What follows belongs to an exercise in optimizing a design on an open flow for small area, a short achievable clock period and few clock cycles per item; a production flow would make more cautious choices. In this exercise RTL edits were held to simulation tests only and were not proved equivalent to the original. Power and IR drop assume default switching activity.

==> flow/design.v (outline; a module is shown in full before it is edited, if it fits) <==
// module wg_add: 28 lines
// module wg_divu: 14 lines
// module wg_sine_quarter: 2511 lines
// module wavegen: 403 lines
module wavegen (
  input  wire        clk,
  input  wire        rst,
  input  wire        cmd_valid,
  output wire        cmd_ready,
  input  wire [7:0]  cmd_op,
  input  wire [63:0] cmd_arg,
  output reg         resp_valid,
  output wire [7:0]  resp_status,
  output wire [63:0] resp_data,
  output reg         smp_valid,
  output reg  [7:0]  smp_data,
  output reg  [2:0]  smp_lanes
);
  // ...
==> flow/flow/run.sh <==
#!/bin/bash
set -euo pipefail
bash standard.sh SETUP_SLACK_MARGIN=8 \
  "BUFFER_PORTS_ARGS=-buffer_cell sky130_fd_sc_hd__buf_2" \
  finish > make_finish.log 2>&1
==> flow/standard.sh <==
#!/bin/bash
# synth_recipe.tcl (not shown) runs the flow's synth.tcl, then flattens the netlist and writes it again
# the make line also repeats each setting of config.mk as NAME=value (left out here)
make -C /OpenROAD-flow-scripts/flow DESIGN_CONFIG=/design/flow/config.mk WORK_HOME=/design/flow/orfs CLKGATE_MAP_FILE= SYNTH_SCRIPT=/design/flow/synth_recipe.tcl "${@:-finish}"
==> flow/config.mk <==
export PLATFORM = sky130hd
export DESIGN_NAME = wavegen
export DESIGN_NICKNAME = wavegen
export VERILOG_FILES = /design/flow/design.v
export SDC_FILE = /design/flow/constraint.sdc
export NUM_CORES = 4
export LEC_CHECK = 0
export CAP_MARGIN = 20
export CORE_MARGIN = 2
export CORE_UTILIZATION = 60
export CTS_CLUSTER_DIAMETER = 120
export CTS_CLUSTER_SIZE = 22
export SLEW_MARGIN = 20
export SYNTH_MEMORY_MAX_BITS = 65536
==> flow/constraint.sdc <==
create_clock -name core_clock -period 12.0 [get_ports {clk}]
set_input_delay 2.4000 -clock core_clock [delete_from_list [all_inputs] [get_ports {clk}]]
set_output_delay 2.4000 -clock core_clock [all_outputs]
set_load 0.01 [all_outputs]
==> impl.org, run 1 <==
** Outcome
- Status :: finished clean

** Yosys
- Averaged over all synthesized cells, the footprint is around 8 um^2.
- Of the total synthesized cell area, the portion taken by XOR and XNOR cells is 0.0544.
- Post-synthesis simple-gate area fraction :: 0.212
- The share of the Yosys chip area taken by registers is 0.323.
- Number of synthesized flops with an enable pin :: 166
- For this run, asynchronously set or reset flops after synthesis account for 0.
- Ranked by total cell area, the synthesized netlist is headed by sky130_fd_sc_hd__dfxtp_1, sky130_fd_sc_hd__edfxtp_1, sky130_fd_sc_hd__nand2_1.

** Floorplanning
- The initial utilization of the core area, before any placement, comes to 0.606.
- From left edge to right edge, the die measures roughly 250 um.
- Tapcell count :: about 840
- The die is 253 um tall.
- Full die area :: ~64,000 um^2

** STA
- Minimum clock period :: a little over 4000 ps
- For the pin with the worst max-slew slack, the measured transition is 1190 ps.
- The max-slew violation count was 0.
- Unrepaired setup endpoints after global routing :: true

** Clock network
- Inserted Clock Buffers :: 27

** Final layout
- Number of antenna cells inserted :: 0
- The net count of the finished layout is 5,012.
- Of the total standard cell area in the layout, the multi-input combinational portion is 0.588.
- Summing all multi-input logic gate instances after layout gives approximately 25,000 um^2.
- Measured on the finished design, the core utilization comes to 0.697.
- Final sequential cell count :: 519

** Min path
- Number of instances on the worst hold path :: 0

** Setup path
- Worst reg2reg path depth :: 19
- Total stage count of the critical path :: 19
- The worst setup path is captured at a register.
- In this run the critical register-to-register path is captured at R[34].
- Crit path buf inv count :: 4
- Critical path class :: reg -> reg

** Placement
- Port bufs :: 155
- After detailed placement, the design holds a cell count of between 5,000 and 6,000.

** Power
- Ranked by power, first place goes to registers.
- Summed over all combinational cells, the power is around 0.00043 W.
- Cell Int Power :: roughly 0.0024 W

** GRT
- Met3 Usage GRT :: 0.0783
- Initial antenna violation count :: 4
- GR Util met1 :: 0.617

** Route
- In the final routing, the length of wire on met1 measures about 58,000 um.
- Vias after detailed routing :: slightly below 40,000
- Antenna violation net count after detailed routing :: 0
- After detailed routing, the total wire length is approximately 150,000 um.

** Job
- Max cap viols :: 0
Testbench counts, summed over its fixed seeds: cycles 146,743, samples 141,802.
==> module wg_add, before the edit <==
module wg_add #(parameter W = 46) (
  input  wire [W-1:0] a,
  input  wire [W-1:0] b,
  input  wire         cin,
  output wire [W-1:0] sum
);
  localparam L = (W > 32) ? 6 : (W > 16) ? 5 : (W > 8) ? 4 : 3;
  wire [W-1:0] p0 = a ^ b;
  wire [W-1:0] gg [0:L];
  wire [W-1:0] pp [0:L];
  assign gg[0] = {a[W-1:1] & b[W-1:1], (a[0] & b[0]) | (p0[0] & cin)};
  assign pp[0] = p0;
  genvar k, i;
  generate
    for (k = 0; k < L; k = k + 1) begin : lvl
      for (i = 0; i < W; i = i + 1) begin : bt
        if (i >= (1 << k)) begin : op
          assign gg[k+1][i] = gg[k][i] | (pp[k][i] & gg[k][i-(1<<k)]);
          assign pp[k+1][i] = pp[k][i] & pp[k][i-(1<<k)];
        end else begin : pass
          assign gg[k+1][i] = gg[k][i];
          assign pp[k+1][i] = pp[k][i];
        end
      end
    end
  endgenerate
  assign sum = p0 ^ {gg[L][W-2:0], cin};
endmodule
==> module wg_divu, before the edit <==
module wg_divu (
  input  wire [44:0] opa,
  input  wire [45:0] s2,
  input  wire        cin,
  input  wire [45:0] t2,
  input  wire        div,
  output wire [45:0] s,
  output wire [45:0] t,
  output wire        keep
);
  wg_add #(.W(46)) u_s (.a({1'b0, opa}), .b(s2), .cin(cin),  .sum(s));
  wg_add #(.W(46)) u_t (.a({1'b0, opa}), .b(t2), .cin(1'b0), .sum(t));
  assign keep = div ? ~s[45] : ~t[45];
endmodule
==> module wavegen, before the edit <==
module wavegen (
  input  wire        clk,
  input  wire        rst,
  input  wire        cmd_valid,
  output wire        cmd_ready,
  input  wire [7:0]  cmd_op,
  input  wire [63:0] cmd_arg,
  output reg         resp_valid,
  output wire [7:0]  resp_status,
  output wire [63:0] resp_data,
  output reg         smp_valid,
  output reg  [7:0]  smp_data,
  output reg  [2:0]  smp_lanes
);
  localparam [31:0] SAMPLE_RATE  = 32'd150000000;
  localparam [43:0] D            = 44'd9830400000000;    
  localparam [54:0] HALF_D       = 55'd4915200000000;    
  localparam [42:0] RESET_FREQ   = 43'd65536000000;      
  localparam [43:0] RESET_PERIOD = 44'd150;
  localparam [7:0] OP_SET_FREQ  = 8'h01;
  localparam [7:0] OP_SET_WAVE  = 8'h02;
  localparam [7:0] OP_SET_CHAN  = 8'h03;
  localparam [7:0] OP_SET_PACK  = 8'h04;
  localparam [7:0] OP_SHUTDOWN  = 8'h05;
  localparam [7:0] OP_RD_REG    = 8'h06;
  localparam [7:0] OP_SUPPLY    = 8'h10;
  localparam [7:0] OP_DEVERR    = 8'h11;
  localparam [7:0] OP_SET_INDEX = 8'h12;
  localparam [2:0] ST_OK      = 3'd0;
  localparam [2:0] ST_RANGE   = 3'd1;
  localparam [2:0] ST_ILLEGAL = 3'd3;
  localparam [2:0] ST_STOPPED = 3'd4;
  localparam [2:0] ST_BADLEN  = 3'd5;
  localparam I_IDLE  = 0;     
  localparam I_DEC   = 1;     
  localparam I_PDIV  = 2;     
  localparam I_PDONE = 3;
  localparam I_RDIV  = 4;     
  localparam I_MLOAD = 5;
  localparam I_DISP  = 6;     
  localparam I_HZ    = 7;     
  localparam I_HDBL  = 8;     
  localparam I_HADD  = 9;     
  localparam I_HDONE = 10;
  localparam I_STRM  = 11;    
  localparam NS      = 12;
  reg [42:0] freq;
  reg [43:0] period;
  reg [1:0]  wave;
  reg [1:0]  chan;
  reg        pack;
  reg [63:0] sidx;
  reg        run;
  reg [1:0]  stop_cause;
  reg        act_bank;
  reg [43:0] m;            
  reg [13:0] q;            
  reg [43:0] R;            
  reg [12:0] A;            
  reg [43:0] B;            
  reg [43:0] Bm;           
  reg        need_r, need_ab, need_q, wrap_pend;
  reg [NS-1:0] ost;
  reg [NS-1:0] nst;
  reg          nhq;
  reg        r_sh, r_div, r_pdiv, r_sB, r_sK, r_sKs, r_dbl;
  reg [7:0]  op;
  reg [63:0] X;            
  reg [2:0]  st;
  reg [6:0]  cnt;
  reg        hq;           
  reg [12:0] nleft;
  assign cmd_ready   = ost[I_IDLE];
  assign resp_status = {5'd0, st};
  assign resp_data   = X;
  wire [2:0] lanes = pack ? 3'b111 : (3'b001 << chan);
  wire [13:0] k_const  = r_sKs ? 14'd10000 : 14'd510;
  wire [45:0] k_minus_d = r_sKs ? (46'd10000 - {2'd0, D}) : (46'd510 - {2'd0, D});
  localparam [45:0] ND  = 46'd0 - {2'd0, D};
  wire [44:0] opa = r_sh ? {R, r_div & X[63]} : {1'b0, R};
  wire [45:0] s2  = r_sB  ? {2'd0, B} :
                    r_sK  ? {32'd0, k_const} :
                    r_div ? ~{2'd0, (r_pdiv ? {1'b0, freq} : period)} :
                            46'd0;
  wire [45:0] t2  = r_sB  ? {2'b11, Bm} :
                    r_sK  ? k_minus_d : ND;
  wire [45:0] as_s, as_t;
  wire        keep;
  wg_divu u_step (.opa(opa), .s2(s2), .cin(r_div), .t2(t2), .div(r_div),
                  .s(as_s), .t(as_t), .keep(keep));
  wire [43:0] r_div_n = keep ? as_s[43:0] : opa[43:0];
  wire [43:0] r_mod   = keep ? as_t[43:0] : as_s[43:0];
  wire [13:0] qa  = r_dbl ? {q[12:0], 1'b0} : q;
  wire [13:0] qb  = r_sB ? {1'b0, A} : 14'd0;
  wire [13:0] qs0 = qa + qb;
  wire [13:0] qs1 = qa + qb + 14'd1;
  wire [13:0] q_mod = keep ? qs1 : qs0;
  wire [43:0] m_inc = m + 44'd1;
  wire        wrap  = (m_inc == period);
  wire        last  = (cnt == 7'd1);
  wire [63:0] X_sh  = {X[62:0], 1'b0};
  wire        hi8_nz  = |X[63:56];
  wire        fs_bad  = X[55] || (X[54:0] == 55'd0) || (X[54:0] > HALF_D);
  wire [30:0] sup_n   = X[30:0];
  wire        reg_ok  = (X[7:0] <= 8'h08) && (X[7:0] != 8'h05);
  wire [12:0] sup_len = X[12:0];
  reg  [2:0] d_st;         
  reg        d_freq, d_wave, d_chan, d_pack, d_sup, d_idx, d_rd, d_stop;
  reg  [1:0] d_cause;
  always @* begin
    d_st = ST_OK;
    d_freq = 1'b0; d_wave = 1'b0; d_chan = 1'b0; d_pack = 1'b0;
    d_sup = 1'b0; d_idx = 1'b0; d_rd = 1'b0; d_stop = 1'b0; d_cause = 2'd0;
    case (op)
      OP_SET_FREQ:
        if (hi8_nz)      d_st = ST_ILLEGAL;
        else if (!run)   d_st = ST_STOPPED;
        else if (fs_bad) d_st = ST_RANGE;
        else             d_freq = 1'b1;
      OP_SET_WAVE:
        if (|X[63:2])    d_st = ST_ILLEGAL;
        else if (!run)   d_st = ST_STOPPED;
        else             d_wave = 1'b1;
      OP_SET_CHAN:
        if ((|X[63:2]) || X[1:0] == 2'd3) d_st = ST_ILLEGAL;
        else if (!run)   d_st = ST_STOPPED;
        else             d_chan = 1'b1;
      OP_SET_PACK:
        if (|X[63:1])    d_st = ST_ILLEGAL;
        else if (!run)   d_st = ST_STOPPED;
        else             d_pack = 1'b1;
      OP_SHUTDOWN:
        if (|X)          d_st = ST_ILLEGAL;
        else begin
          d_stop  = run;
          d_cause = 2'd2;
        end
      OP_RD_REG:
        if ((|X[63:8]) || !reg_ok) d_st = ST_ILLEGAL;
        else             d_rd = 1'b1;
      OP_SUPPLY:
        if (|X[63:31])   d_st = ST_ILLEGAL;
        else if (!run)   d_st = ST_STOPPED;
        else if (sup_n < 31'd1024 || sup_n > 31'd4096) d_st = ST_BADLEN;
        else             d_sup = 1'b1;
      OP_DEVERR: begin
        d_st    = ST_STOPPED;
        d_stop  = run;
        d_cause = 2'd1;
      end
      OP_SET_INDEX:
        if (!run)        d_st = ST_STOPPED;
        else             d_idx = 1'b1;
      default:           d_st = ST_ILLEGAL;
    endcase
  end
  reg  [63:0] reg_val;
  always @* begin
    case (X[3:0])
      4'h0:    reg_val = {21'd0, freq};
      4'h1:    reg_val = {62'd0, wave};
      4'h2:    reg_val = {62'd0, chan};
      4'h3:    reg_val = {63'd0, pack};
      4'h4:    reg_val = {20'd0, period};
      4'h6:    reg_val = sidx;
      4'h7:    reg_val = {57'd0, stop_cause, 2'b00, act_bank, 1'b0, run};
      4'h8:    reg_val = {32'd0, SAMPLE_RATE};
      default: reg_val = 64'd0;
    endcase
  end
  wire [64:0] sidx_sum = {1'b0, sidx} + {52'd0, sup_len};
  always @* begin
    nst = {NS{1'b0}};
    nhq = hq;
    case (1'b1)
      ost[I_IDLE]:  nst[cmd_valid ? I_DEC : I_IDLE] = 1'b1;
      ost[I_DEC]:
        if (d_freq)     nst[I_PDIV] = 1'b1;
        else if (d_sup) nst[need_r ? I_RDIV : I_DISP] = 1'b1;
        else            nst[I_IDLE] = 1'b1;
      ost[I_PDIV]:  nst[last ? I_PDONE : I_PDIV] = 1'b1;
      ost[I_PDONE]: nst[I_IDLE] = 1'b1;
      ost[I_RDIV]:  nst[last ? I_MLOAD : I_RDIV] = 1'b1;
      ost[I_MLOAD]: nst[I_DISP] = 1'b1;
      ost[I_DISP]:
        if (need_ab || need_q) begin
          nst[I_HZ] = 1'b1;
          nhq       = !need_ab;
        end else begin
          nst[I_STRM] = 1'b1;
        end
      ost[I_HZ]:    nst[last ? I_HDONE : (X[63] ? I_HDBL : I_HZ)] = 1'b1;
      ost[I_HDBL]:  nst[X[63] ? I_HADD : (last ? I_HDONE : I_HDBL)] = 1'b1;
      ost[I_HADD]:  nst[last ? I_HDONE : I_HDBL] = 1'b1;
      ost[I_HDONE]: nst[I_DISP] = 1'b1;
      ost[I_STRM]:  nst[(nleft == 13'd1) ? I_IDLE : I_STRM] = 1'b1;
      default:      nst[I_IDLE] = 1'b1;
    endcase
  end
  always @(posedge clk) begin
    if (rst) begin
      ost        <= {{(NS-1){1'b0}}, 1'b1};
      r_sh       <= 1'b0;
      r_div      <= 1'b0;
      r_pdiv     <= 1'b0;
      r_sB       <= 1'b0;
      r_sK       <= 1'b0;
      r_sKs      <= 1'b0;
      r_dbl      <= 1'b0;
      resp_valid <= 1'b0;
      freq       <= RESET_FREQ;
      period     <= RESET_PERIOD;
      wave       <= 2'd0;
      chan       <= 2'd0;
      pack       <= 1'b0;
      sidx       <= 64'd0;
      run        <= 1'b1;
      stop_cause <= 2'd0;
      act_bank   <= 1'b0;
      need_r     <= 1'b1;
      need_ab    <= 1'b1;
      need_q     <= 1'b1;
      wrap_pend  <= 1'b0;
    end else begin
      ost        <= nst;
      r_sh       <= nst[I_PDIV] | nst[I_RDIV] | nst[I_HDBL];
      r_div      <= nst[I_PDIV] | nst[I_RDIV];
      r_pdiv     <= nst[I_PDIV];
      r_sB       <= nst[I_STRM] | (nhq & (nst[I_HZ] | nst[I_HADD]));
      r_sK       <= !nhq & (nst[I_HZ] | nst[I_HADD]);
      r_sKs      <= (wave == 2'd1);
      r_dbl      <= nst[I_HDBL];
      resp_valid <= 1'b0;
      if (ost[I_DEC]) begin
        resp_valid <= !(d_freq || d_sup);
        if (d_freq) begin
          freq    <= X[42:0];
          need_r  <= 1'b1;
          need_ab <= 1'b1;
          need_q  <= 1'b1;
        end
        if (d_sup) {wrap_pend, sidx} <= sidx_sum;
        if (d_freq || d_wave || d_chan || d_pack) act_bank <= ~act_bank;
        if (d_wave) begin
          wave <= X[1:0];
          if ((X[1:0] == 2'd1) != (wave == 2'd1)) begin
            need_ab <= 1'b1;
            need_q  <= 1'b1;
          end
        end
        if (d_chan) chan <= X[1:0];
        if (d_pack) pack <= X[0];
        if (d_stop) begin
          run        <= 1'b0;
          stop_cause <= d_cause;
        end
        if (d_idx) begin
          sidx   <= X;
          need_r <= 1'b1;
          need_q <= 1'b1;
        end
      end
      if (ost[I_PDONE]) begin
        period     <= X[43:0];
        resp_valid <= 1'b1;
      end
      if (ost[I_MLOAD]) need_r <= 1'b0;
      if (ost[I_DISP] && nst[I_STRM]) resp_valid <= 1'b1;
      if (ost[I_HDONE]) begin
        if (!hq) need_ab <= 1'b0;
        else     need_q  <= 1'b0;
      end
      if (ost[I_STRM] && nleft == 13'd1 && wrap_pend) begin
        need_r    <= 1'b1;
        need_q    <= 1'b1;
        wrap_pend <= 1'b0;
      end
    end
  end
  always @(posedge clk) begin
    if (ost[I_IDLE]) begin
      X  <= cmd_arg;
      op <= cmd_op;
    end
    if (ost[I_DEC]) begin
      st    <= d_st;
      X     <= d_rd ? reg_val : 64'd0;
      cnt   <= 7'd64;
      nleft <= sup_len;
      if (d_freq) begin
        X   <= {D, 20'd0};
        R   <= 44'd0;
        cnt <= 7'd44;
      end
      if (d_sup) begin
        X   <= sidx;
        if (need_r) R <= 44'd0;
      end
    end
    hq <= nhq;
    if (r_div) begin
      R   <= r_div_n;
      X   <= {X[62:0], keep};
      cnt <= cnt - 7'd1;
    end
    if (ost[I_PDONE]) X <= 64'd0;
    if (ost[I_MLOAD]) m <= R;
    if (ost[I_DISP]) begin
      if (need_ab) begin
        q   <= 14'd0;
        R   <= 44'd0;
        X   <= {freq, 21'd0};
        cnt <= 7'd43;
      end else if (need_q) begin
        q   <= 14'd0;
        R   <= 44'd0;
        X   <= {m, 20'd0};
        cnt <= 7'd44;
      end else begin
        X   <= {61'd0, lanes};
        st  <= ST_OK;
      end
    end
    if (ost[I_HZ]) begin
      if (X[63]) begin
        q <= q_mod;
        R <= r_mod;
      end
      X   <= X_sh;
      cnt <= cnt - 7'd1;
    end
    if (ost[I_HDBL]) begin
      q <= q_mod;
      R <= r_mod;
      if (!X[63]) begin
        X   <= X_sh;
        cnt <= cnt - 7'd1;
      end
    end
    if (ost[I_HADD]) begin
      q   <= q_mod;
      R   <= r_mod;
      X   <= X_sh;
      cnt <= cnt - 7'd1;
    end
    if (ost[I_HDONE] && !hq) begin
      A  <= q[12:0];
      B  <= R;
      Bm <= as_t[43:0];      
    end
    if (ost[I_STRM]) begin
      if (wrap) begin
        m <= 44'd0;
        q <= 14'd0;
        R <= 44'd0;
      end else begin
        m <= m_inc;
        q <= q_mod;
        R <= r_mod;
      end
      nleft <= nleft - 13'd1;
    end
  end
  reg        p1v, p1s, p1n;
  reg [11:0] p1x;
  reg        p2v, p2s, p2n;
  reg [7:0]  p2x;
  wire        q_neg  = (q >= 14'd5000);
  wire [13:0] q_half = q_neg ? (q - 14'd5000) : q;
  wire [13:0] q_fold = (q_half <= 14'd2500) ? q_half : (14'd5000 - q_half);
  wire        r_nz   = |R;
  wire        q_up   = (q >= 14'd255);
  reg  [7:0]  amp1;
  always @* begin
    case (wave)
      2'd0:    amp1 = q[8:1];
      2'd2:    amp1 = q_up ? 8'd255 : 8'd0;
      default: amp1 = q_up ? (q[7:0] - 8'd255) : (8'd255 - q[7:0] - {7'd0, r_nz});
    endcase
  end
  wire [6:0] sin_v;
  wg_sine_quarter u_sine (.q(p1x), .v(sin_v));
  wire [7:0] amp3 = p2s ? (p2n ? (8'd128 - p2x) : (8'd128 + p2x)) : p2x;
  always @(posedge clk) begin
    if (rst) begin
      p1v       <= 1'b0;
      p2v       <= 1'b0;
      smp_valid <= 1'b0;
    end else begin
      p1v       <= ost[I_STRM];
      p2v       <= p1v;
      smp_valid <= p2v;
    end
    p1s <= (wave == 2'd1);
    p1n <= q_neg;
    p1x <= (wave == 2'd1) ? q_fold[11:0] : {4'd0, amp1};
    p2s <= p1s;
    p2n <= p1n;
    p2x <= p1s ? {1'b0, sin_v} : p1x[7:0];
    smp_data  <= pack ? {amp3[7:5], amp3[7:5], amp3[7:6]} : amp3;
    smp_lanes <= lanes;
  end
endmodule
==> run 2, diff against run 1 <==
--- a/flow/design.v
+++ b/flow/design.v
@@ -2,7 +2,8 @@
   input  wire [W-1:0] a,
   input  wire [W-1:0] b,
   input  wire         cin,
-  output wire [W-1:0] sum
+  output wire [W-1:0] sum,
+  output wire [W-1:0] cout      
 );
   localparam L = (W > 32) ? 6 : (W > 16) ? 5 : (W > 8) ? 4 : 3;
   wire [W-1:0] p0 = a ^ b;
@@ -24,20 +25,54 @@
       end
     end
   endgenerate
-  assign sum = p0 ^ {gg[L][W-2:0], cin};
+  assign sum  = p0 ^ {gg[L][W-2:0], cin};
+  assign cout = gg[L];
+endmodule
+module wg_addc #(parameter W = 30) (
+  input  wire [W-1:0] a,
+  input  wire [W-1:0] b,
+  input  wire         cin,
+  output wire [W-1:0] sum
+);
+  localparam L = (W > 32) ? 6 : (W > 16) ? 5 : (W > 8) ? 4 : 3;
+  wire [W-1:0] p0 = a ^ b;
+  wire [W-1:0] gg [0:L];
+  wire [W-1:0] pp [0:L];
+  assign gg[0] = a & b;
+  assign pp[0] = p0;
+  genvar k, i;
+  generate
+    for (k = 0; k < L; k = k + 1) begin : lvl
+      for (i = 0; i < W; i = i + 1) begin : bt
+        if (i >= (1 << k)) begin : op
+          assign gg[k+1][i] = gg[k][i] | (pp[k][i] & gg[k][i-(1<<k)]);
+          assign pp[k+1][i] = pp[k][i] & pp[k][i-(1<<k)];
+        end else begin : pass
+          assign gg[k+1][i] = gg[k][i];
+          assign pp[k+1][i] = pp[k][i];
+        end
+      end
+    end
+  endgenerate
+  wire [W-1:0] c = {gg[L][W-2:0] | (pp[L][W-2:0] & {(W-1){cin}}), cin};
+  assign sum = p0 ^ c;
 endmodule
 module wg_divu (
   input  wire [44:0] opa,
   input  wire [45:0] s2,
   input  wire        cin,
-  input  wire [45:0] t2,
+  input  wire [45:16] t2,
   input  wire        div,
   output wire [45:0] s,
   output wire [45:0] t,
   output wire        keep
 );
-  wg_add #(.W(46)) u_s (.a({1'b0, opa}), .b(s2), .cin(cin),  .sum(s));
-  wg_add #(.W(46)) u_t (.a({1'b0, opa}), .b(t2), .cin(1'b0), .sum(t));
+  wire [45:0] a = {1'b0, opa};
+  wire [45:0] s_co;
+  wg_add #(.W(46)) u_s (.a(a), .b(s2), .cin(cin), .sum(s), .cout(s_co));
+  wire [45:16] t_hi;
+  wg_addc #(.W(30)) u_t (.a(a[45:16]), .b(t2), .cin(s_co[15]), .sum(t_hi));
+  assign t = {t_hi, s[15:0]};
   assign keep = div ? ~s[45] : ~t[45];
 endmodule
 module wg_sine_quarter (
@@ -2611,7 +2646,7 @@
   reg [43:0] R;            
   reg [12:0] A;            
   reg [43:0] B;            
-  reg [43:0] Bm;           
+  reg [43:16] Bm;          
   reg        need_r, need_ab, need_q, wrap_pend;
   reg [NS-1:0] ost;
   reg [NS-1:0] nst;
@@ -2635,8 +2670,8 @@
                     r_sK  ? {32'd0, k_const} :
                     r_div ? ~{2'd0, (r_pdiv ? {1'b0, freq} : period)} :
                             46'd0;
-  wire [45:0] t2  = r_sB  ? {2'b11, Bm} :
-                    r_sK  ? k_minus_d : ND;
+  wire [45:16] t2 = r_sB  ? {2'b11, Bm} :
+                    r_sK  ? k_minus_d[45:16] : ND[45:16];
   wire [45:0] as_s, as_t;
   wire        keep;
   wg_divu u_step (.opa(opa), .s2(s2), .cin(r_div), .t2(t2), .div(r_div),
@@ -2899,7 +2934,7 @@
     if (ost[I_HDONE] && !hq) begin
       A  <= q[12:0];
       B  <= R;
-      Bm <= as_t[43:0];      
+      Bm <= as_t[43:16];     
     end
     if (ost[I_STRM]) begin
       if (wrap) begin
==> run 2 against run 1 <==
  * Sequential share of layout area fell by 0.31 points
  * Worst setup slack got worse by 240 ps
  * Register-to-register slack got worse by 240 ps
  * Non-clock buffer count rose by 15
  * Global-route usage rose by 4.1 points
  * Total power rose by 42%
  * Design area fell by 2.7%
  * Sequential cell count fell by 16
  * Sequential power rose by 8%
  * Combinational power rose to 4.1 times the previous value
  * Clock skew rose by 7.2 ps
==> impl.org, run 2 <==
** GRT
- GRT overflow :: 0 (unchanged)
- The number of antenna violations at the first check in global routing came to 3 (was 4).
- The met1 usage is 0.632 (was 0.617).
- The met2 track demand over resource in global routing came to 0.687 (was 0.627).
- Maximum number of pins on one net before global-route repair :: 85 (was 79)
- Via count of the first global-routing pass :: 35,700 (was 34,300)
- Met3 Usage GRT :: 0.116 (was 0.0783)
- Wire length of the first global-routing pass :: 228,000 um (was 215,000 um)
- The aggregate global-route resource usage came to 0.474 (was 0.433).
- The most used routing layer is met2 (unchanged).

** Yosys
- Number of synthesized flops with an enable pin :: 150 (was 166)
- Most frequent cell after synthesis :: sky130_fd_sc_hd__nand2_1 (unchanged)
- Leading cell types by count after synthesis: sky130_fd_sc_hd__nand2_1, sky130_fd_sc_hd__o21ai_0, sky130_fd_sc_hd__nor2_1 (was sky130_fd_sc_hd__nand2_1, sky130_fd_sc_hd__nor2_1, sky130_fd_sc_hd__a21oi_1).
- Fraction of registers with async set/reset :: 0 (unchanged)
- Xor/xnor cell area share of the yosys netlist :: 0.0504 (was 0.0544)
- Cells taking the most area after synthesis: sky130_fd_sc_hd__dfxtp_1, sky130_fd_sc_hd__edfxtp_1, sky130_fd_sc_hd__nand2_1 (unchanged).
- The top cell type's share of synthesized area is 0.195 (was 0.189).
- Share of cell area taken by muxes after synthesis :: 0.0574 (was 0.0575)
- Commonest register cell after synthesis :: sky130_fd_sc_hd__dfxtp_1 (unchanged)
- The portion of the post-synthesis area used by sequential elements was 0.319 (was 0.323).
- Total number of yosys warnings :: 4 (was 3)
- Synthesized-area fraction occupied by ao, oa, aoi and oai cells :: 0.261 (was 0.258)
- The combinational family with the most area after synthesis is compound AO/OA/AOI/OAI gates (unchanged).
- The area share of and/or/nand/nor cells after synthesis was 0.218 (was 0.212).
- Cells after synthesis :: 4,656 (was 4,731)
- The post-synthesis area per instance was 7.78 um^2 (was 7.89 um^2).
- The post-synthesis cell type with the largest combined area is sky130_fd_sc_hd__dfxtp_1 (unchanged).
- The post-synthesis instance area came to 36,200 um^2 (was 37,300 um^2).
- Distinct cell type count of the synthesized netlist :: 98 (was 96)
- Adder-Cell Fraction of Synth Area :: 0.0414 (was 0.0456)
- The count of state elements after synthesis is 503 (was 519).

** STA
- The part of the cycle the worst path needs is 0.360 (was 0.340).
- Crit path setup slack, layout :: 7680 ps (was 7920 ps)
- The transition at the pin with the smallest max-transition slack came to 1100 ps (was 1190 ps).
- The worst clock skew came to 29.6 ps (was 22.4 ps).
- Final hold slack :: 353 ps (was 336 ps)
- Maximum achievable frequency :: 232 MHz (was 245 MHz)
- Number of slew-limit violations in the final report :: 0 (unchanged)
- The number of endpoints failing setup at the final stage is 0 (unchanged).
- The number of hold violations in the final report came to 0 (unchanged).
- The normalized max-slew margin is 0.260 (was 0.199).
- Setup TNS :: 0 ps (unchanged)
- Minimum clock period :: 4320 ps (was 4080 ps)
- Unrepaired setup endpoints after global routing: true (unchanged).

** Route
- The vias after detailed routing is 39,700 (was 39,300).
- The per-cell via count in the routed design is 7.15 (was 6.94).
- The first-iteration detailed-routing DRC count came to 6,902 (was 6,043).
- Average wire length per cell after detail routing :: 28.0 um (was 26.1 um)
- The final wirelength was 155,000 um (was 148,000 um).
- Length of the first detailed-routing pass in iterations :: 7 (was 6)
- Antenna violation net count after detailed routing :: 0 (unchanged)
- DR DRC count :: 0 (unchanged)

** Floorplanning
- Floorplan row count :: 90 (was 91)
- Horizontal die dimension :: 250 um (was 253 um)
- The vertical extent of the die is 250 um (was 253 um).
- The placeable core region came to 60,000 um^2 (was 61,600 um^2).
- Top-level port count :: 161 (unchanged)
- Full die area :: 62,400 um^2 (was 64,200 um^2)
- The initial standard-cell utilization of the core was 0.604 (was 0.606).

** Placement
- The count of input and output buffers came to 155 (unchanged).
- Placer's final routability congestion estimate :: 1.02 (was 1.04)
- The placed cell count is 5,324 (was 5,440).
- Worst slack at placement :: 5660 ps (was 6390 ps)
- The detailed placement HPWL is 103,000 um (was 100,000 um).

** Setup path
- Startpoint kind of the worst setup timing path :: register (unchanged)
- The type of the worst setup path was reg -> reg (unchanged).
- Worst-path cell chain :: mux2i_1 -> a221oi_2 -> a21oi_1 -> ha_1 -> a21oi_2 -> o21ai_2 -> a311oi_4 -> a311oi_4 -> a211o_4 -> a2111oi_4 -> o21ai_4 -> and2_4 -> buf_12 -> mux2_2 -> a221o_1 (was clkbuf_16 -> mux2i_2 -> a221oi_2 -> a21oi_1 -> ha_2 -> a21o_1 -> o22a_1 -> and3b_2 -> a2bb2oi_4 -> a21oi_4 -> a31oi_4 -> xnor2_2 -> buf_12 -> a22o_4 -> buf_8 -> clkbuf_16 -> nand2_1 -> and3_1 -> o32ai_1)
- The peak per-stage delay on the critical path was 540 ps (was 450 ps).
- The data arrival time of the worst path was 4840 ps (was 4610 ps).
- The data required time of the critical path is 12,530 ps (was 12,540 ps).
- Crit path buf inv count :: 1 (was 4)
- The most frequent cell on the critical path is sky130_fd_sc_hd__a311oi_4 (was sky130_fd_sc_hd__clkbuf_16).
- The family with the most delay on the worst path is compound AO/OA/AOI/OAI gates (unchanged).
- The kind of capture point of the worst setup path is a register (unchanged).
- Cell with the biggest individual delay on the critical path :: sky130_fd_sc_hd__dfxtp_1 (was sky130_fd_sc_hd__dfxtp_4)
- The largest fanout on the critical path is 5 (was 9).

** Power
- The share of total power in sequential cells is 0.432 (was 0.569).
- Clock network fraction of design power :: 0.210 (was 0.306)
- Maximum vdd ir drop :: 0.000128 V (was 0.000118 V)
- Cell Int Power :: 0.00301 W (was 0.00243 W)
- The switching fraction of total power came to 0.383 (was 0.293).
- The switching component of the power came to 0.00187 W (was 0.00101 W).
- The standby leakage power is 15.1 nW (was 16.1 nW).
- Power density relative to cell area :: 117 nW/um^2 (was 80.0 nW/um^2)
- Comb pwr share :: 0.358 (was 0.125)

** Clock network
- CTS tree :: done (unchanged)
- Number of buffers inserted for hold repair after clock tree synthesis :: 0 (unchanged)
- The library cell used as clock root buffer is sky130_fd_sc_hd__clkbuf_16 (unchanged).
- The total number of H-tree levels came to 1 (unchanged).
- The total CTS buffers is 26 (was 27).
- The clock tree buffer depth was 3 (unchanged).
- The clock-pin slew on the worst setup and hold paths was 100 ps (about the same).
- The clock insertion delay at the later pin of the skew report came to 640 ps (about the same).
- Sinks on Clock Net :: 503 (was 519)

** Job
- Max cap viols :: 0 (unchanged)

** Final layout
- Layout cells sized above 1 :: 0.169 (was 0.162)
- The share of the core filled with cells in the final layout came to 0.696 (was 0.697).
- The net count reported at finish was 4,948 (was 5,012).
- Top flop regs :: X: 64 flops, sidx: 64 flops (unchanged)
- Number of antenna cells inserted :: 0 (unchanged)
- Most frequent cells in the layout: sky130_fd_sc_hd__nand2_1, sky130_fd_sc_hd__o21ai_0, sky130_fd_sc_hd__nor2_1 (was sky130_fd_sc_hd__nand2_1, sky130_fd_sc_hd__nor2_1, sky130_fd_sc_hd__a21oi_1).
- Synthesis-to-finish area growth :: 15.3% (was 15.1%)
- The most frequent standard cell in the layout excluding fill and tap cells was sky130_fd_sc_hd__nand2_1 (unchanged).
- The fill cell total of the finished layout is 4,946 (was 5,025).
- The count of placed standard cells in the final layout, fillers left out is 5,552 (was 5,655).

** Min path
- The class of the worst hold path is reg -> reg (unchanged).

** Outcome
- Status: finished clean (unchanged).
[run 2: cell count changes after synthesis, sizes merged, moves of 16 or more]
cell,delta
o21ai,+82
a21o,-37
o22ai,-34
nor2,-31
nor4,-20
nand2,+17
nand4,+17
xnor2,-17
clkbuf,-16
edfxtp,-16
ha,-16
[run 2: logic make-up (layout without fill, tap and decap cells)]
logic type | count (synthesis) | after routing
other cells | 1 | 5
fa+ha+maj | 117 | 117
flops | 503 | 503
compound gates | 1492 | 1493
buf+inv | 482 | 587
xor+xnor | 204 | 204
mux | 196 | 196
simple gates | 1661 | 1665
[run 2: worst register-to-register path: stages, from the launching register on]
cell and delay [ps]:
sky130_fd_sc_hd__dfxtp_1 540, sky130_fd_sc_hd__mux2i_1 160, sky130_fd_sc_hd__a221oi_2 290, sky130_fd_sc_hd__a21oi_1 80
sky130_fd_sc_hd__ha_1 400, sky130_fd_sc_hd__a21oi_2 240, sky130_fd_sc_hd__o21ai_2 90, sky130_fd_sc_hd__a311oi_4 420
sky130_fd_sc_hd__a311oi_4 200, sky130_fd_sc_hd__a211o_4 380, sky130_fd_sc_hd__a2111oi_4 380, sky130_fd_sc_hd__o21ai_4 140
sky130_fd_sc_hd__and2_4 210, sky130_fd_sc_hd__buf_12 140, sky130_fd_sc_hd__mux2_2 270, sky130_fd_sc_hd__a221o_1 280
[run 2: worst paths after layout]
path | startpoint | endpoint | slack, ps | cells past startpoint
hold / removal | p1n | p2n | 350 | 0
hold reg to reg | p1n | p2n | 350 | 0
setup reg to reg | freq[9] | R[34] | 7680 | 15
setup / recovery | freq[9] | R[34] | 7680 | 15
[run 2: power by group through the flow]
stage          Clock (W)  Sequential, W  Combinational (W)
2_1_floorplan          0        0.00205           0.000904
3_3_place_gp           0        0.00212            0.00123
3_5_place_dp           0        0.00213            0.00125
4_1_cts          0.00101        0.00209            0.00154
5_1_grt          0.00107        0.00211            0.00183
6_report         0.00102        0.00211            0.00175
[run 2: metrics by stage]
stage          total power [W]  area (um^2)
2_1_floorplan          0.00295        36400
3_3_place_gp           0.00336        37300
3_5_place_dp           0.00338        37300
4_1_cts                0.00464        40700
5_1_grt                0.00501        41800
6_report               0.00488        41800
[run 2: layout make-up]
type,count,area (um^2),area share
Multi-Input combinational cell,3680,24400,0.584
Sequential cell,503,11600,0.279
Timing Repair Buffer,404,3500,0.0839
Tap cell,782,978,0.0234
Clock buffer,40,703,0.0168
Inverter,141,538,0.0129
Clock inverter,2,21.3,0.000509
[run 2: what timing repair did]
item	CTS	global route
endpoints found under the hold margin	0	0
pin swaps	81	90
resized for setup	289	175
setup buffers	109	49
gates cloned	26	1
endpoints found under the setup margin	243	176
[run 2: routing by layer]
metal,vias up,part of all wire,wire length (um)
met2,3120,0.41,63400
met3,759,0.14,22200
met5,-,0.00023,35
met1,18500,0.37,56900
met4,6,0.083,12900
li1,17300,-,-
Testbench counts of run 2, summed over its fixed seeds: cycles 146,743, samples 141,802.
==> run 3, diff against run 2 <==
--- a/flow/design.v
+++ b/flow/design.v
@@ -28,7 +28,7 @@
   assign sum  = p0 ^ {gg[L][W-2:0], cin};
   assign cout = gg[L];
 endmodule
-module wg_addc #(parameter W = 30) (
+module wg_addc #(parameter W = 23) (
   input  wire [W-1:0] a,
   input  wire [W-1:0] b,
   input  wire         cin,
@@ -61,7 +61,7 @@
   input  wire [44:0] opa,
   input  wire [45:0] s2,
   input  wire        cin,
-  input  wire [45:16] t2,
+  input  wire [45:23] t2,
   input  wire        div,
   output wire [45:0] s,
   output wire [45:0] t,
@@ -70,9 +70,9 @@
   wire [45:0] a = {1'b0, opa};
   wire [45:0] s_co;
   wg_add #(.W(46)) u_s (.a(a), .b(s2), .cin(cin), .sum(s), .cout(s_co));
-  wire [45:16] t_hi;
-  wg_addc #(.W(30)) u_t (.a(a[45:16]), .b(t2), .cin(s_co[15]), .sum(t_hi));
-  assign t = {t_hi, s[15:0]};
+  wire [45:23] t_hi;
+  wg_addc #(.W(23)) u_t (.a(a[45:23]), .b(t2), .cin(s_co[22]), .sum(t_hi));
+  assign t = {t_hi, s[22:0]};
   assign keep = div ? ~s[45] : ~t[45];
 endmodule
 module wg_sine_quarter (
@@ -2646,7 +2646,7 @@
   reg [43:0] R;            
   reg [12:0] A;            
   reg [43:0] B;            
-  reg [43:16] Bm;          
+  reg [43:23] Bm;          
   reg        need_r, need_ab, need_q, wrap_pend;
   reg [NS-1:0] ost;
   reg [NS-1:0] nst;
@@ -2670,8 +2670,8 @@
                     r_sK  ? {32'd0, k_const} :
                     r_div ? ~{2'd0, (r_pdiv ? {1'b0, freq} : period)} :
                             46'd0;
-  wire [45:16] t2 = r_sB  ? {2'b11, Bm} :
-                    r_sK  ? k_minus_d[45:16] : ND[45:16];
+  wire [45:23] t2 = r_sB  ? {2'b11, Bm} :
+                    r_sK  ? k_minus_d[45:23] : ND[45:23];
   wire [45:0] as_s, as_t;
   wire        keep;
   wg_divu u_step (.opa(opa), .s2(s2), .cin(r_div), .t2(t2), .div(r_div),
@@ -2934,7 +2934,7 @@
     if (ost[I_HDONE] && !hq) begin
       A  <= q[12:0];
       B  <= R;
-      Bm <= as_t[43:16];     
+      Bm <= as_t[43:23];     
     end
     if (ost[I_STRM]) begin
       if (wrap) begin
==> run 3 against run 2 <==
  * First-iteration DRC count is 4.5% lower
  * Synthesized cell count down 1.7%
  * Register-to-register slack worse by 90 ps
  * Die area down 0.30%
  * Highest routed layer unchanged
==> impl.org, run 3 <==
** Outcome
- Status :: finished clean (unchanged)

** Placement
- Placer's final routability congestion estimate :: 1.03 (was 1.02)
- The count of input and output buffers is 155 (unchanged).
- DP HPWL :: 101,000 um (was 103,000 um)

** Floorplanning
- The die area came to 62,200 um^2 (was 62,400 um^2).
- The vertical extent of the die is 249 um (was 250 um).
- The count of pins on the block boundary was 161 (unchanged).
- Initial core utilization :: 0.610 (was 0.604)
- Core Area :: 59,200 um^2 (was 60,000 um^2)
- The horizontal die dimension came to 249 um (was 250 um).
- The number of rows in the core area is 89 (was 90).

** Setup path
- Worst-path cell chain :: buf_12 -> buf_16 -> mux2i_2 -> a211oi_1 -> a21oi_1 -> ha_1 -> o211ai_1 -> o211ai_1 -> nand3_2 -> a31oi_4 -> o311ai_4 -> o41ai_2 -> mux2i_1 -> buf_6 -> nand2_4 -> buf_12 -> buf_4 -> mux2i_1 -> o22ai_1 -> a21o_1 (was mux2i_1 -> a221oi_2 -> a21oi_1 -> ha_1 -> a21oi_2 -> o21ai_2 -> a311oi_4 -> a311oi_4 -> a211o_4 -> a2111oi_4 -> o21ai_4 -> and2_4 -> buf_12 -> mux2_2 -> a221o_1)
- Data required, critical path :: 12,520 ps (was 12,530 ps)
- Largest stage delay on the critical path :: 420 ps (was 540 ps)
- The length in cells of the worst reg-to-reg path came to 20 (was 15).
- The critical-path cell with the highest stage delay is sky130_fd_sc_hd__dfxtp_4 (was sky130_fd_sc_hd__dfxtp_1).
- The number of buffers and inverters on the critical path came to 5 (was 1).
- Crit path arrival time :: 4920 ps (was 4840 ps)
- Crit path capture type :: register (unchanged)
- The path length in cells of the critical path came to 20 (was 15).
- Reg-to-reg critical path startpoint :: ost[2] (was freq[9])
- Startpoint kind of the worst setup timing path :: register (unchanged)
- Start point of the critical path :: ost[2] (was freq[9])
- Dominant delay contributor by cell family on the critical path :: compound AO/OA/AOI/OAI gates (unchanged)
- The type of the worst setup path is reg -> reg (unchanged).
- Maximum net fanout on the critical path :: 15 (was 5)

** Route
- The routed metal-1 wire length was 55,800 um (was 56,900 um).
- The met2 wire length came to 60,200 um (was 63,400 um).
- The highest layer used for signal routing was met5 (unchanged).
- Average wire length per cell after detail routing :: 27.3 um (was 28.0 um)
- The number of antenna-violating nets in the routed design came to 0 (unchanged).
- Starting DRC count in detailed routing :: 6,590 (was 6,902)
- Vias per Instance :: 7.18 (was 7.15)
- Vias after detailed routing :: 38,500 (was 39,700)
- Length of the first detailed-routing pass in iterations :: 9 (was 7)
- DR DRC count :: 0 (unchanged)
- The final wirelength is 147,000 um (was 155,000 um).
- The met3 wire length came to 20,000 um (was 22,200 um).

** GRT
- Total global routing track utilization :: 0.450 (was 0.474)
- The number of antenna violations at the first check in global routing was 5 (was 3).
- The largest net degree at the start of global routing came to 89 (was 85).
- The remaining global-route overflow came to 0 (unchanged).
- The first-pass GRT wire length was 219,000 um (was 228,000 um).
- The via count of the first global-routing pass was 34,700 (was 35,700).

** STA
- Total setup violations reported at the end of the flow :: 0 (unchanged)
- The transition at the pin with the smallest max-transition slack came to 1200 ps (was 1100 ps).
- The worst clock skew came to 19.3 ps (was 29.6 ps).
- The part of the cycle the worst path needs was 0.367 (was 0.360).
- Setup TNS :: 0 ps (unchanged)
- Minimum clock period :: 4400 ps (was 4320 ps)
- The number of hold violations in the final report came to 0 (unchanged).
- Maximum achievable frequency :: 227 MHz (was 232 MHz)
- Unrepaired setup endpoints after global routing :: true (unchanged)
- The max-slew violation count was 0 (unchanged).
- Slew Limit Headroom :: 0.196 (was 0.260)

** Yosys
- The portion of the post-synthesis area used by sequential elements was 0.314 (was 0.319).
- Total number of yosys warnings :: 4 (unchanged)
- The post-synthesis area per instance came to 7.90 um^2 (was 7.78 um^2).
- Synthesized area :: 36,100 um^2 (was 36,200 um^2)
- The unique cell type count in the Yosys netlist is 93 (was 98).
- Cells taking the most area after synthesis: sky130_fd_sc_hd__dfxtp_1, sky130_fd_sc_hd__edfxtp_1, sky130_fd_sc_hd__a21oi_1 (was sky130_fd_sc_hd__dfxtp_1, sky130_fd_sc_hd__edfxtp_1, sky130_fd_sc_hd__nand2_1).
- The post-synthesis cell type with the largest combined area is sky130_fd_sc_hd__dfxtp_1 (unchanged).
- Cells after synthesis :: 4,575 (was 4,656)
- Commonest register cell after synthesis :: sky130_fd_sc_hd__dfxtp_1 (unchanged)
- Fraction of registers with async set/reset :: 0 (unchanged)
- Fraction of post-synthesis cell area in the top cell type by area :: 0.196 (was 0.195)
- Most frequent cell after synthesis :: sky130_fd_sc_hd__nand2_1 (unchanged)
- The count of state elements after synthesis is 496 (was 503).
- Number of synthesized flops with an enable pin :: 143 (was 150)
- Leading cell types by count after synthesis: sky130_fd_sc_hd__nand2_1, sky130_fd_sc_hd__nor2_1, sky130_fd_sc_hd__a21oi_1 (was sky130_fd_sc_hd__nand2_1, sky130_fd_sc_hd__o21ai_0, sky130_fd_sc_hd__nor2_1).

** Min path
- Number of instances on the worst hold path :: 0 (unchanged)
- Type of the most critical hold path :: reg -> reg (unchanged)
- The worst min-delay path startpoint was p1n (unchanged).

** Job
- The count of max-cap constraint violations is 0 (unchanged).

** Final layout
- The share of the core filled with cells in the final layout was 0.676 (was 0.696).
- Synthesis-to-finish area growth :: 10.8% (was 15.3%)
- The net count reported at finish is 4,762 (was 4,948).
- Top flop regs: X: 64 flops, sidx: 64 flops (unchanged).
- Most frequent cells in the layout: sky130_fd_sc_hd__nand2_1, sky130_fd_sc_hd__nor2_1, sky130_fd_sc_hd__a21oi_1 (was sky130_fd_sc_hd__nand2_1, sky130_fd_sc_hd__o21ai_0, sky130_fd_sc_hd__nor2_1).
- The most frequent standard cell in the layout excluding fill and tap cells is sky130_fd_sc_hd__nand2_1 (unchanged).
- The fraction of layout instances using a drive strength above 1 is 0.135 (was 0.169).

** Clock network
- Number of buffers inserted for hold repair after clock tree synthesis :: 0 (unchanged)
- The library cell used as clock root buffer is sky130_fd_sc_hd__clkbuf_16 (unchanged).
- The clock-pin slew on the worst setup and hold paths is 100 ps (about the same).
- Sinks on Clock Net :: 496 (was 503)
- Clock H-tree levels :: 1 (unchanged)
- The clock tree buffer depth is 3 (unchanged).
- CTS tree :: done (unchanged)
- The clock insertion delay at the later pin of the skew report came to 630 ps (was 640 ps).
- Inserted Clock Buffers :: 26 (unchanged)

** Power
- Pleak :: 14.6 nW (was 15.1 nW)
- The peak supply drop was 0.000110 V (was 0.000128 V).
- The power density over the cells is 105 nW/um^2 (was 117 nW/um^2).
run 3: path summary, 6_finish.rpt:
kind                 to  slack, ps
hold / removal      p2n        360
hold reg to reg     p2n        360
setup / recovery  R[37]       7600
setup reg to reg  R[37]       7600
run 3: final cells by class:
cell class / count / area [um^2]
multi-input cells: 3611 / 23900
fillers: 4984 / 19200
flip-flops and latches: 496 / 11400
repair buffers: 333 / 2610
well taps: 773 / 967
clock buffers: 41 / 728
inverters: 109 / 417
clock inverters: 1 / 11.3
diodes: 2 / 5.00
run 3: cells by family (layout without fill, tap and decap cells):
group                      count (synthesis)  in the layout  synth area share
other                                      1              7          0.000104
muxes                                    235            235            0.0682
and+or+nand+nor                         1552           1554             0.204
xor gates and xnor gates                 203            203            0.0519
DFF                                      496            496             0.314
adders and majority gates                111            111            0.0394
AOI/OAI and AO/OA                       1503           1503             0.271
buffers and inverters                    474            484            0.0508
run 3: power by group:
group,switching (W),internal (W),total [W]
Sequential,0.000200,0.00183,0.00203
Combinational,0.000667,0.000497,0.00116
Clock,0.000597,0.000421,0.00102
run 3: what timing repair did:
| action | 4_1_cts | 5_1_grt |
|---|---|---|
| resized for setup | 171 | 63 |
| buffers inserted | 81 | 28 |
| pin swaps | 29 | 25 |
| cloned | 12 | 1 |
| endpoints found under the setup margin | 262 | 149 |
run 3: through the flow:
stage | total power (W) | std cells | hold slack, ps | cell area [um^2] | setup slack (ps)
CTS | 0.00413 | 5335 | 369 | 39500 | 7900
global placement | 0.00304 | 5200 | 311 | 37000 | 6060
detailed placement | 0.00305 | 5200 | 331 | 37000 | 5980
floorplan | 0.00271 | 4579 | 310 | 36200 | 8000
finish | 0.00421 | 5366 | 364 | 40000 | 7600
global route | 0.00435 | 5364 | 376 | 40000 | 7530
run 3: worst reg2reg max path, stage by stage, from the launching register on:
cell                       delay (ps)
sky130_fd_sc_hd__dfxtp_4          420
sky130_fd_sc_hd__buf_12           150
sky130_fd_sc_hd__buf_16           140
sky130_fd_sc_hd__mux2i_2          180
sky130_fd_sc_hd__a211oi_1         230
sky130_fd_sc_hd__a21oi_1           80
sky130_fd_sc_hd__ha_1             300
sky130_fd_sc_hd__o211ai_1         100
sky130_fd_sc_hd__o211ai_1         310
sky130_fd_sc_hd__nand3_2          180
sky130_fd_sc_hd__a31oi_4          330
sky130_fd_sc_hd__o311ai_4         140
sky130_fd_sc_hd__o41ai_2          370
sky130_fd_sc_hd__mux2i_1          300
sky130_fd_sc_hd__buf_6            190
sky130_fd_sc_hd__nand2_4           90
sky130_fd_sc_hd__buf_12           180
sky130_fd_sc_hd__buf_4            140
sky130_fd_sc_hd__mux2i_1          160
sky130_fd_sc_hd__o22ai_1          100
sky130_fd_sc_hd__a21o_1           200
run 3: metal layers:
metal,global-route usage,vias up
li1,-,16900
met1,0.619,18000
met2,0.658,2967
met3,0.0922,584
met4,0.252,6
met5,0,-
Testbench counts of run 3, summed over its fixed seeds: cycles 146,743, samples 141,802.
==> run 4, diff against run 3 <==
--- a/flow/design.v
+++ b/flow/design.v
@@ -62,10 +62,10 @@
   input  wire [45:0] s2,
   input  wire        cin,
   input  wire [45:23] t2,
-  input  wire        div,
   output wire [45:0] s,
   output wire [45:0] t,
-  output wire        keep
+  output wire        keep_s,
+  output wire        keep_t
 );
   wire [45:0] a = {1'b0, opa};
   wire [45:0] s_co;
@@ -73,7 +73,8 @@
   wire [45:23] t_hi;
   wg_addc #(.W(23)) u_t (.a(a[45:23]), .b(t2), .cin(s_co[22]), .sum(t_hi));
   assign t = {t_hi, s[22:0]};
-  assign keep = div ? ~s[45] : ~t[45];
+  assign keep_s = ~s[45];
+  assign keep_t = ~t[45];
 endmodule
 module wg_sine_quarter (
   input  wire [11:0] q,
@@ -2673,16 +2674,16 @@
   wire [45:23] t2 = r_sB  ? {2'b11, Bm} :
                     r_sK  ? k_minus_d[45:23] : ND[45:23];
   wire [45:0] as_s, as_t;
-  wire        keep;
-  wg_divu u_step (.opa(opa), .s2(s2), .cin(r_div), .t2(t2), .div(r_div),
-                  .s(as_s), .t(as_t), .keep(keep));
-  wire [43:0] r_div_n = keep ? as_s[43:0] : opa[43:0];
-  wire [43:0] r_mod   = keep ? as_t[43:0] : as_s[43:0];
+  wire        keep_s, keep_t;    
+  wg_divu u_step (.opa(opa), .s2(s2), .cin(r_div), .t2(t2),
+                  .s(as_s), .t(as_t), .keep_s(keep_s), .keep_t(keep_t));
+  wire [43:0] r_div_n = keep_s ? as_s[43:0] : opa[43:0];
+  wire [43:0] r_mod   = keep_t ? as_t[43:0] : as_s[43:0];
   wire [13:0] qa  = r_dbl ? {q[12:0], 1'b0} : q;
   wire [13:0] qb  = r_sB ? {1'b0, A} : 14'd0;
   wire [13:0] qs0 = qa + qb;
   wire [13:0] qs1 = qa + qb + 14'd1;
-  wire [13:0] q_mod = keep ? qs1 : qs0;
+  wire [13:0] q_mod = keep_t ? qs1 : qs0;
   wire [43:0] m_inc = m + 44'd1;
   wire        wrap  = (m_inc == period);
   wire        last  = (cnt == 7'd1);
@@ -2888,7 +2889,7 @@
     hq <= nhq;
     if (r_div) begin
       R   <= r_div_n;
-      X   <= {X[62:0], keep};
+      X   <= {X[62:0], keep_s};
       cnt <= cnt - 7'd1;
     end
     if (ost[I_PDONE]) X <= 64'd0;
==> run 4 against run 3 <==
  * Sequential cell count is the same
  * Clock skew rose by 36 ps
  * Routed wire length is 8.2% higher
  * First-iteration DRC count fell by 2.1%
  * Register-to-register slack improved by 50 ps
  * Non-clock buffer count grew 67
  * Critical path type unchanged
  * Largest power group unchanged
==> impl.org, run 4 <==
** Clock network
- The clock sink count was 496 (unchanged).
- CTS tree :: done (unchanged)
- Worst-skew pair later-pin latency :: 650 ps (was 630 ps)
- The number of buffers inserted for hold repair after clock tree synthesis was 0 (unchanged).
- The library cell used as clock root buffer was sky130_fd_sc_hd__clkbuf_16 (unchanged).
- Inserted Clock Buffers :: 26 (unchanged)
- Clock H-tree levels :: 1 (unchanged)
- Clock-pin slew on the worst setup and hold paths :: 100 ps (about the same)
- Clock tree buffer depth :: 3 (unchanged)

** Route
- Antenna violation net count after detailed routing :: 0 (unchanged)
- Routed WL :: 159,000 um (was 147,000 um)
- The detailed-router iteration count before antenna repair was 8 (was 9).
- Starting DRC count in detailed routing :: 6,453 (was 6,590)
- Vias per Instance :: 7.18 (about the same)
- Average wire length per cell after detail routing :: 27.7 um (was 27.3 um)
- DR DRC count :: 0 (unchanged)
- The vias after detailed routing is 41,100 (was 38,500).

** Final layout
- The fraction of layout instances using a drive strength above 1 is 0.168 (was 0.135).
- The synthesis-to-layout area growth is 14.6% (was 10.8%).
- Top flop regs: X: 64 flops, sidx: 64 flops (unchanged).
- The count of placed standard cells in the final layout, fillers left out was 5,719 (was 5,366).
- Most frequent cells in the layout :: sky130_fd_sc_hd__nand2_1, sky130_fd_sc_hd__a21oi_1, sky130_fd_sc_hd__o21ai_0 (was sky130_fd_sc_hd__nand2_1, sky130_fd_sc_hd__nor2_1, sky130_fd_sc_hd__a21oi_1)
- The most frequent standard cell in the layout excluding fill and tap cells is sky130_fd_sc_hd__nand2_1 (unchanged).
- Total Nets Final :: 5,043 (was 4,762)
- Fill count :: 5,010 (was 4,984)

** GRT
- The number of antenna violations at the first check in global routing was 6 (was 5).
- Maximum number of pins on one net before global-route repair :: 88 (was 89)
- GRT overflow :: 0 (unchanged)
- Via count of the first global-routing pass :: 36,400 (was 34,700)
- Wire length of the first global-routing pass :: 228,000 um (was 219,000 um)
- Total global routing track utilization :: 0.461 (was 0.450)

** STA
- Unrepaired setup endpoints after global routing: true (unchanged).
- The part of the cycle the worst path needs was 0.362 (was 0.367).
- The final critical path time including I/O delays and setup was 4350 ps (was 4400 ps).
- Worst Clk Skew :: 54.8 ps (was 19.3 ps)
- The final setup slack of the worst path was 7650 ps (was 7600 ps).
- The top achievable clock speed is 230 MHz (was 227 MHz).
- The normalized max-slew margin came to 0.120 (was 0.196).
- Setup TNS :: 0 ps (unchanged)
- Number of slew-limit violations in the final report :: 0 (unchanged)
- Final Hold Viols :: 0 (unchanged)
- The number of endpoints failing setup at the final stage is 0 (unchanged).
- The transition at the pin with the smallest max-transition slack is 1320 ps (was 1200 ps).

** Power
- The internal power of the cells is 0.00247 W (was 0.00275 W).
- The standby leakage power is 15.6 nW (was 14.6 nW).
- Switching share of total power :: 0.317 (was 0.347)
- The clock share of power came to 0.287 (was 0.242).
- Maximum vdd ir drop :: 0.000129 V (was 0.000110 V)
- Switching power :: 0.00114 W (was 0.00146 W)
- The total power after layout was 0.00361 W (was 0.00421 W).
- The part of the total power dissipated in combinational logic was 0.177 (was 0.276).
- The power density over the cells is 84.4 nW/um^2 (was 105 nW/um^2).
- The share of total power in sequential cells was 0.536 (was 0.482).

** Setup path
- The kind of capture point of the worst setup path is a register (unchanged).
- Maximum net fanout on the critical path :: 6 (was 15)
- The data required time of the critical path was 12,380 ps (was 12,520 ps).
- Critical path class :: reg -> reg (unchanged)
- Start point of the critical path :: m[0] (was ost[2])
- Startpoint kind of the worst setup timing path :: register (unchanged)
- The start of the worst register-to-register path is m[0] (was ost[2]).
- Crit path arrival time :: 4730 ps (was 4920 ps)

** Yosys
- Number of synthesized flops with an enable pin :: 143 (unchanged)
- Post-synthesis average cell area :: 7.76 um^2 (was 7.90 um^2)
- Total number of yosys warnings :: 4 (unchanged)
- The post-synthesis cell type with the largest combined area was sky130_fd_sc_hd__dfxtp_1 (unchanged).
- The number of instances in the synthesized netlist came to 4,812 (was 4,575).
- Distinct cell type count of the synthesized netlist :: 94 (was 93)
- Number of register bits inferred by synthesis :: 496 (unchanged)
- The cell with the most instances after synthesis is sky130_fd_sc_hd__nand2_1 (unchanged).
- Leading cell types by count after synthesis: sky130_fd_sc_hd__nand2_1, sky130_fd_sc_hd__o21ai_0, sky130_fd_sc_hd__a21oi_1 (was sky130_fd_sc_hd__nand2_1, sky130_fd_sc_hd__nor2_1, sky130_fd_sc_hd__a21oi_1).
- Synthesized area :: 37,400 um^2 (was 36,100 um^2)
- Sequential-to-total area share from yosys stat :: 0.304 (was 0.314)
- The top cell type's share of synthesized area was 0.189 (was 0.196).
- Cells taking the most area after synthesis :: sky130_fd_sc_hd__dfxtp_1, sky130_fd_sc_hd__edfxtp_1, sky130_fd_sc_hd__o21ai_0 (was sky130_fd_sc_hd__dfxtp_1, sky130_fd_sc_hd__edfxtp_1, sky130_fd_sc_hd__a21oi_1)
- Fraction of registers with async set/reset :: 0 (unchanged)
- Commonest register cell after synthesis :: sky130_fd_sc_hd__dfxtp_1 (unchanged)

** Job
- Max cap viols :: 0 (unchanged)

** Placement
- Placer's final routability congestion estimate :: 1.05 (was 1.03)
- The placed cell count is 5,489 (was 5,200).
- Port bufs :: 155 (unchanged)
- The detailed placement HPWL is 108,000 um (was 101,000 um).
- The worst-case setup slack after placement came to 6250 ps (was 5980 ps).

** Floorplanning
- The die area came to 64,300 um^2 (was 62,200 um^2).
- The count of pins on the block boundary is 161 (unchanged).
- The vertical extent of the die came to 254 um (was 249 um).
- Floorplan row count :: 91 (was 89)
- The horizontal die dimension is 254 um (was 249 um).
- The placeable core region was 61,600 um^2 (was 59,200 um^2).
- The initial standard-cell utilization of the core came to 0.606 (was 0.610).

** Min path
- Type of the most critical hold path :: reg -> reg (unchanged)
- The worst min-delay path startpoint is p1n (unchanged).

** Outcome
- Status :: finished clean (unchanged)
run 4: cell types whose count changed after synthesis, sizes merged, moves of 18 or more:
cell	delta
a21boi	-18
nor2	-54
nor2b	+18
a21oi	+18
o21ai	+59
nand3	+57
nand4	+18
inv	+42
run 4: cell type report:
cell class,count,area [um^2],area share
multi-input cells,3779,25800,0.602
flip-flops and latches,496,11400,0.266
repair buffers,400,3230,0.0753
well taps,837,1050,0.0245
clock buffers,44,749,0.0175
inverters,155,593,0.0139
diodes,7,17.5,0.000409
clock inverters,1,8.76,0.000205
run 4: repair_timing:
action,CTS,global route
endpoints found under the setup margin,248,182
pin swaps,35,103
setup buffers,89,70
gates cloned,6,13
resized for setup,206,300
run 4: final timing paths:
path | depth (start not counted) | slack, ps | endpoint
setup / recovery | 14 | 7650 | m[3]
hold / removal | 0 | 330 | p2n
setup reg to reg | 14 | 7650 | m[3]
hold reg to reg | 0 | 330 | p2n
run 4: logic make-up after synthesis:
group | Yosys count | synth area share
and+or+nand+nor | 1657 | 0.219
other | 1 | 0.000100
DFF | 496 | 0.304
AOI/OAI and AO/OA | 1595 | 0.274
adders and majority gates | 110 | 0.0379
xor gates and xnor gates | 197 | 0.0477
muxes | 214 | 0.0607
buffers and inverters | 542 | 0.0566
run 4: per-layer routing:
layer	up-vias	GRT usage	wire length (um)
li1	18000	-	-
met1	19300	0.596	57900
met2	3116	0.670	65200
met3	703	0.144	22800
met4	6	0.281	12600
met5	-	0	39
run 4: worst max-delay path, stage by stage (launching register included):
cell                        delay, ps
sky130_fd_sc_hd__edfxtp_1         540
sky130_fd_sc_hd__buf_6            150
sky130_fd_sc_hd__nand4_1          170
sky130_fd_sc_hd__buf_4            200
sky130_fd_sc_hd__nor3_4           190
sky130_fd_sc_hd__xnor2_2          170
sky130_fd_sc_hd__o2111ai_2        170
sky130_fd_sc_hd__or4_4            520
sky130_fd_sc_hd__or4_4            430
sky130_fd_sc_hd__or4b_4           520
sky130_fd_sc_hd__or4_4            490
sky130_fd_sc_hd__buf_12           180
sky130_fd_sc_hd__buf_8            130
sky130_fd_sc_hd__nand3b_1         110
sky130_fd_sc_hd__o21ai_1          100
run 4: power by group through the flow:
stage / combinational (W) / clock, W / sequential [W]
floorplan: 0.000374 / 0 / 0.00190
global placement: 0.000542 / 0 / 0.00196
detailed placement: 0.000549 / 0 / 0.00196
CTS: 0.000569 / 0.00103 / 0.00192
global route: 0.000682 / 0.00108 / 0.00194
finish: 0.000639 / 0.00104 / 0.00194
run 4: metrics by stage:
step	hold slack, ps	util	cell area [um^2]
6_report	333	0.695	42800
5_1_grt	347	0.695	42800
4_1_cts	335	0.661	40700
3_5_place_dp	315	0.621	38300
3_3_place_gp	314	0.621	38300
2_1_floorplan	310	-	37400
Testbench counts of run 4, summed over its fixed seeds: cycles 146,743, samples 141,802.

re-timing with driven ports:
The flow's constraints put no driver on any port. The routed layouts listed below were extracted and timed again, unchanged, in two steps.
Step 1 (the two cells are an assumption about what drives the block):
set clk [get_ports {clk}]
set_driving_cell -lib_cell sky130_fd_sc_hd__clkbuf_16 $clk
set_driving_cell -lib_cell sky130_fd_sc_hd__buf_2 [delete_from_list [all_inputs] $clk]
Step 2 adds t to the input delays and takes it off the output delays; t is the mean of the earliest and latest rising clock arrival at the registers after step 1. Input paths then give back, and output paths get back, about the clock's delay inside the block.
Slacks: ideal ports / drivers / drivers and shift; pairs: ideal ports / drivers.
run	t (ns)	setup slack, ns	clock arrival spread, ns	worst slew at a driven data input, ns	pins driven straight from the clock port
run 1	0.701	7.923 / 7.868 / 7.421	0.023 / 0.024	0.07	1
run 2	0.693	7.684 / 7.684 / 7.505	0.029 / 0.030	0.08	1
run 3	0.686	7.599 / 7.599 / 7.584	0.020 / 0.020	0.07	1
run 4	0.689	7.652 / 7.652 / 7.408	0.061 / 0.061	0.06	1
After both steps setup and hold are still met in every run listed. For run 1, which loses most, drivers alone change the setup slack by -0.055 ns; drivers and shift together by -0.502 ns.
